This design comes from an exercise in tuning for small area on the open sky130 flow, not from production work. The RTL was checked by simulation tests, not by an equivalence proof against the original design. The flow treats the clock pin as an ideal source, which a real chip does not have. No activity file was given, so power comes from the tool's default toggle rates.

==> flow/design.v (excerpt) <==
module pi6502_orch (
    input  wire        clk,
    input  wire        rst,           
    output wire        cpu_clk,
    output wire        cpu_rst,       
    input  wire        cpu_rw,        
    input  wire [15:0] cpu_addr,
    input  wire [7:0]  cpu_din,       
    output wire [7:0]  cpu_dout,      
    output wire        cpu_doe,       
    output wire        mem_en,
    output wire        mem_we,
    output wire [15:0] mem_addr,
    output wire [7:0]  mem_wdata,
    input  wire [7:0]  mem_rdata,
    output wire        key_poll,
    input  wire        key_valid,
    input  wire [7:0]  key_code,
    output wire        con_valid,
    output wire [1:0]  con_kind,      
    output wire [6:0]  con_char,
    output wire        rej_valid,
    output wire [15:0] rej_addr,
    output wire [7:0]  rej_data
);
Size: ~160 cells after synthesis, roughly 120 I/O pins, about 1200 um^2 of cells after synthesis.
export LEC_CHECK = 0
export CAP_MARGIN = 20
export CORE_MARGIN = 2
export CORE_UTILIZATION = 25
export SLEW_MARGIN = 20
create_clock -name core_clock -period 5.0 [get_ports {clk}]
standard.sh (not shown) runs the stock make flow with config.mk's settings and CLKGATE_MAP_FILE= SYNTH_SCRIPT=/design/flow/synth_recipe.tcl, a recipe that flattens the netlist after the stock synthesis.
==> flow/flow/run.sh <==
#!/bin/bash
# Standard synthesis, its gates re-mapped for area (flip-flops untouched), then
# the standard layout with the smallest buffer cell on the ports and a clock
# tree of one buffer. Each tool writes its full output to a log of its own here.
set -euo pipefail
export BUFFER_PORTS_ARGS="-buffer_cell sky130_fd_sc_hd__buf_1"
export SKIP_REPAIR_TIE_FANOUT=1
export CLKROOT_CELL=sky130_fd_sc_hd__buf_4
export PRE_CTS_TCL="$PWD/flow/clkroot.tcl"
export CTS_ARGS="-clk_nets clk -repair_clock_nets -dont_use_dummy_load"
R=orfs/results/${FLOW_PLATFORM}/pi6502_orch/base
bash standard.sh synth > standard_synth.log 2>&1
cp $R/1_2_yosys.v standard_1_2_yosys.v
REOPT_IN=standard_1_2_yosys.v REOPT_OUT=reopt_1_2_yosys.v yosys -c flow/reopt.tcl > reopt_yosys.log 2>&1
cp reopt_1_2_yosys.v $R/1_2_yosys.v
bash standard.sh > standard_flow.log 2>&1
RESULTS=$R openroad -no_init -exit flow/clkslew.tcl > clkslew.log 2>&1
slew=$(awk '/^CLKSLEW/{print $2}' clkslew.log)
if awk -v s="$slew" 'BEGIN{exit !(s == "" || s > 0.115)}'; then
  export CLKROOT_CELL=sky130_fd_sc_hd__clkbuf_8
  bash standard.sh clean_cts clean_route clean_finish > standard_clean.log 2>&1
  bash standard.sh > standard_flow2.log 2>&1
  RESULTS=$R openroad -no_init -exit flow/clkslew.tcl > clkslew2.log 2>&1
fi
Other scripts of this flow, unchanged in this note and not shown: flow/flow/abc1.script, flow/flow/abc2.script, flow/flow/abc3.script, flow/flow/abc4.script, flow/flow/abc5.script, flow/flow/abc6.script, flow/flow/abc7.script, flow/flow/abc8.script, flow/flow/abc9.script, flow/flow/abcA.script, flow/flow/abcB.script, flow/flow/clkroot.tcl, flow/flow/clkslew.tcl, flow/flow/dont_use.txt, flow/flow/reopt.tcl
The first run finished clean.
Then changed:
- CAP_MARGIN: 20 -> 0
- SLEW_MARGIN: 20 -> 0
Combinational power barely changes.
Core utilization is about the same.
Setup slack gains 21 ps.
Via count went down by 0.63%.
Maximum frequency went up by 0.59%.
Design area hardly moves.
Final cell count does not change.
Clock skew is unchanged.
Global-route usage stays the same.


the previous run:
The RTL this note starts from:
==> flow/design.v <==
module pi6502_orch (
    input  wire        clk,
    input  wire        rst,           
    output wire        cpu_clk,
    output wire        cpu_rst,       
    input  wire        cpu_rw,        
    input  wire [15:0] cpu_addr,
    input  wire [7:0]  cpu_din,       
    output wire [7:0]  cpu_dout,      
    output wire        cpu_doe,       
    output wire        mem_en,
    output wire        mem_we,
    output wire [15:0] mem_addr,
    output wire [7:0]  mem_wdata,
    input  wire [7:0]  mem_rdata,
    output wire        key_poll,
    input  wire        key_valid,
    input  wire [7:0]  key_code,
    output wire        con_valid,
    output wire [1:0]  con_kind,      
    output wire [6:0]  con_char,
    output wire        rej_valid,
    output wire [15:0] rej_addr,
    output wire [7:0]  rej_data
);
    reg  [10:0] c;       
    reg         bus;     
    reg         f;       
    wire ends   = c[7] & c[6] & c[2] & c[1] & c[0];
    wire poll   = bus & ends;                                    
    wire seqend = ends & c[10] & c[9] & c[8] & c[3];             
    wire use_cpu = bus & c[1] & ~c[0];                           
    wire is_kbd  = (cpu_addr == 16'hD010);
    wire is_dsp  = (cpu_addr == 16'hD012);
    wire is_brom = (cpu_addr[15:8] == 8'hFF);
    wire is_rom  = (cpu_addr[15:12] == 4'hE) || is_brom;
    wire kbd_rd  = cpu_rw & is_kbd;
    wire wr      = ~cpu_rw & use_cpu;
    wire [6:0] dsp_c     = cpu_din[6:0];
    wire       dsp_drop  = (dsp_c == 7'h00) || (dsp_c == 7'h7F) || (dsp_c == 7'h0A);
    wire       dsp_break = (dsp_c == 7'h0D);
    wire key_is_reset = (key_code == 8'h52) || (key_code == 8'h72);
    wire key_lf       = (key_code == 8'h0A);
    wire [6:0] key_norm = key_lf ? 7'h0D : key_code[6:0];
    wire keystore     = poll & key_valid & ~key_is_reset;
    wire notice       = poll & key_valid & key_is_reset;
    assign cpu_clk  = c[0] | (bus & c[1]);
    assign cpu_rst  = ~(c[10] | c[9] | c[8] | (c[7] & c[6] & (c[5] | c[4] | c[3])));   
    assign cpu_doe  = cpu_rw;
    assign cpu_dout = mem_rdata;
    assign mem_en   = cpu_rst;
    assign mem_we   = f
                    | (bus & c[0] & (kbd_rd | keystore))
                    | (wr & ~is_rom & ~is_dsp);
    assign mem_addr = use_cpu ? cpu_addr : {14'b1101_0000_0001_00, f & c[0], ~c[1]};
    assign mem_wdata = ({8{use_cpu}} & cpu_din)
                     | ({8{keystore}} & {1'b1, key_norm})
                     | {f & bus, 7'b0};
    assign key_poll  = poll;
    assign con_valid = (wr & is_dsp & ~dsp_drop) | notice;
    assign con_kind  = {c[0], dsp_break & ~c[0]};
    assign con_char  = dsp_c;
    assign rej_valid = wr & is_brom;
    assign rej_addr  = cpu_addr;
    assign rej_data  = cpu_din;
    always @(posedge clk) begin
        if (rst) begin
            c   <= 11'd0;
            bus <= 1'b0;
            f   <= 1'b1;
        end else begin
            c   <= (poll | seqend) ? 11'd0 : c + 11'd1;
            if (seqend)
                bus <= 1'b1;
            else if (notice)
                bus <= 1'b0;
            f   <= keystore | (f & ~bus & ~(c[1] & c[0]));
        end
    end
endmodule
export LEC_CHECK = 0
export CAP_MARGIN = 20
export CORE_MARGIN = 2
export CORE_UTILIZATION = 25
export SLEW_MARGIN = 20
create_clock -name core_clock -period 5.0 [get_ports {clk}]
==> flow/flow/run.sh <==
#!/bin/bash
# Standard synthesis, its gates re-mapped for area (flip-flops untouched), then
# the standard layout with the smallest buffer cell on the ports and a small
# clock tree. Each tool writes its full output to a log of its own here.
set -euo pipefail
export BUFFER_PORTS_ARGS="-buffer_cell sky130_fd_sc_hd__buf_1"
export CTS_ARGS="-sink_clustering_enable -repair_clock_nets -buf_list sky130_fd_sc_hd__clkbuf_2 -root_buf sky130_fd_sc_hd__clkbuf_2 -sink_clustering_size 30 -sink_clustering_max_diameter 200 -dont_use_dummy_load"
R=orfs/results/${FLOW_PLATFORM}/pi6502_orch/base
bash standard.sh synth > standard_synth.log 2>&1
cp $R/1_2_yosys.v standard_1_2_yosys.v
REOPT_IN=standard_1_2_yosys.v REOPT_OUT=reopt_1_2_yosys.v yosys -c flow/reopt.tcl > reopt_yosys.log 2>&1
cp reopt_1_2_yosys.v $R/1_2_yosys.v
bash standard.sh > standard_flow.log 2>&1
Other scripts of this flow, unchanged in this note and not shown: flow/flow/abc_area.script, flow/flow/dont_use.txt, flow/flow/reopt.tcl
Setup changes, the previous run to the current run
- a change of CORE_UTILIZATION from 25 to 40
-- flow/flow/run.sh --
<<< the previous run, line 7
export CTS_ARGS="-sink_clustering_enable -repair_clock_nets -buf_list sky130_fd_sc_hd__clkbuf_2 -root_buf sky130_fd_sc_hd__clkbuf_2 -sink_clustering_size 30 -sink_clustering_max_diameter 200 -dont_use_dummy_load"
>>> the current run, line 7
export CTS_ARGS="-sink_clustering_enable -repair_clock_nets -buf_list sky130_fd_sc_hd__clkbuf_4 -sink_clustering_size 30 -sink_clustering_max_diameter 200"
==> comparison <==
The current run ran to completion and came out clean on the timing, design-rule and antenna checks. Internal power component on the current run is behind the previous run. The current run ended up with a lower area growth from synthesis to final layout than the previous run did. Taking the previous run as the reference point, the total power of the current run rises by about 10%. Part of the total power dissipated in the clock network was higher in the run labelled the current run. The current run vs the previous run — fraction of power spent switching nets dropped 2.4 points. Looking at via count of the first global-routing pass, the current run sits 93 lower than the previous run does. [compare] base=the previous run new=the current run: global-route usage rose by 4.3 points; net load switching power rose by about 2.2%.

==> separate check: timing with driven ports <==
The results above use ideal ports. As a check the final layouts listed here were re-extracted and re-timed, cells and wires unchanged. Step 1: set_driving_cell puts a clkbuf_16 on clk and a buf_2 on each other input, an assumption about the parent block. Step 2 adds t to the input delays and takes it off the output delays; t is the mean of the earliest and latest rising clock arrival at the registers after step 1. Input paths then give back, and output paths get back, about the clock's delay inside the block. Slacks: ideal ports / drivers / drivers and shift; pairs: ideal ports / drivers.
run	t (ns)	setup WS [ns]	worst setup path after step 2	clock arrival spread, ns
the first run of note 1	0.166	1.482 / 1.462 / 1.627	register to output	0.001 / 0.001
the second run of note 1	0.166	1.503 / 1.483 / 1.648	register to output	0.001 / 0.001
the previous run	0.279	1.498 / 1.479 / 1.560	input to output	0.012 / 0.012
the current run	0.291	1.514 / 1.495 / 1.573	input to output	0.001 / 0.001
After both steps every run listed still meets setup and hold.
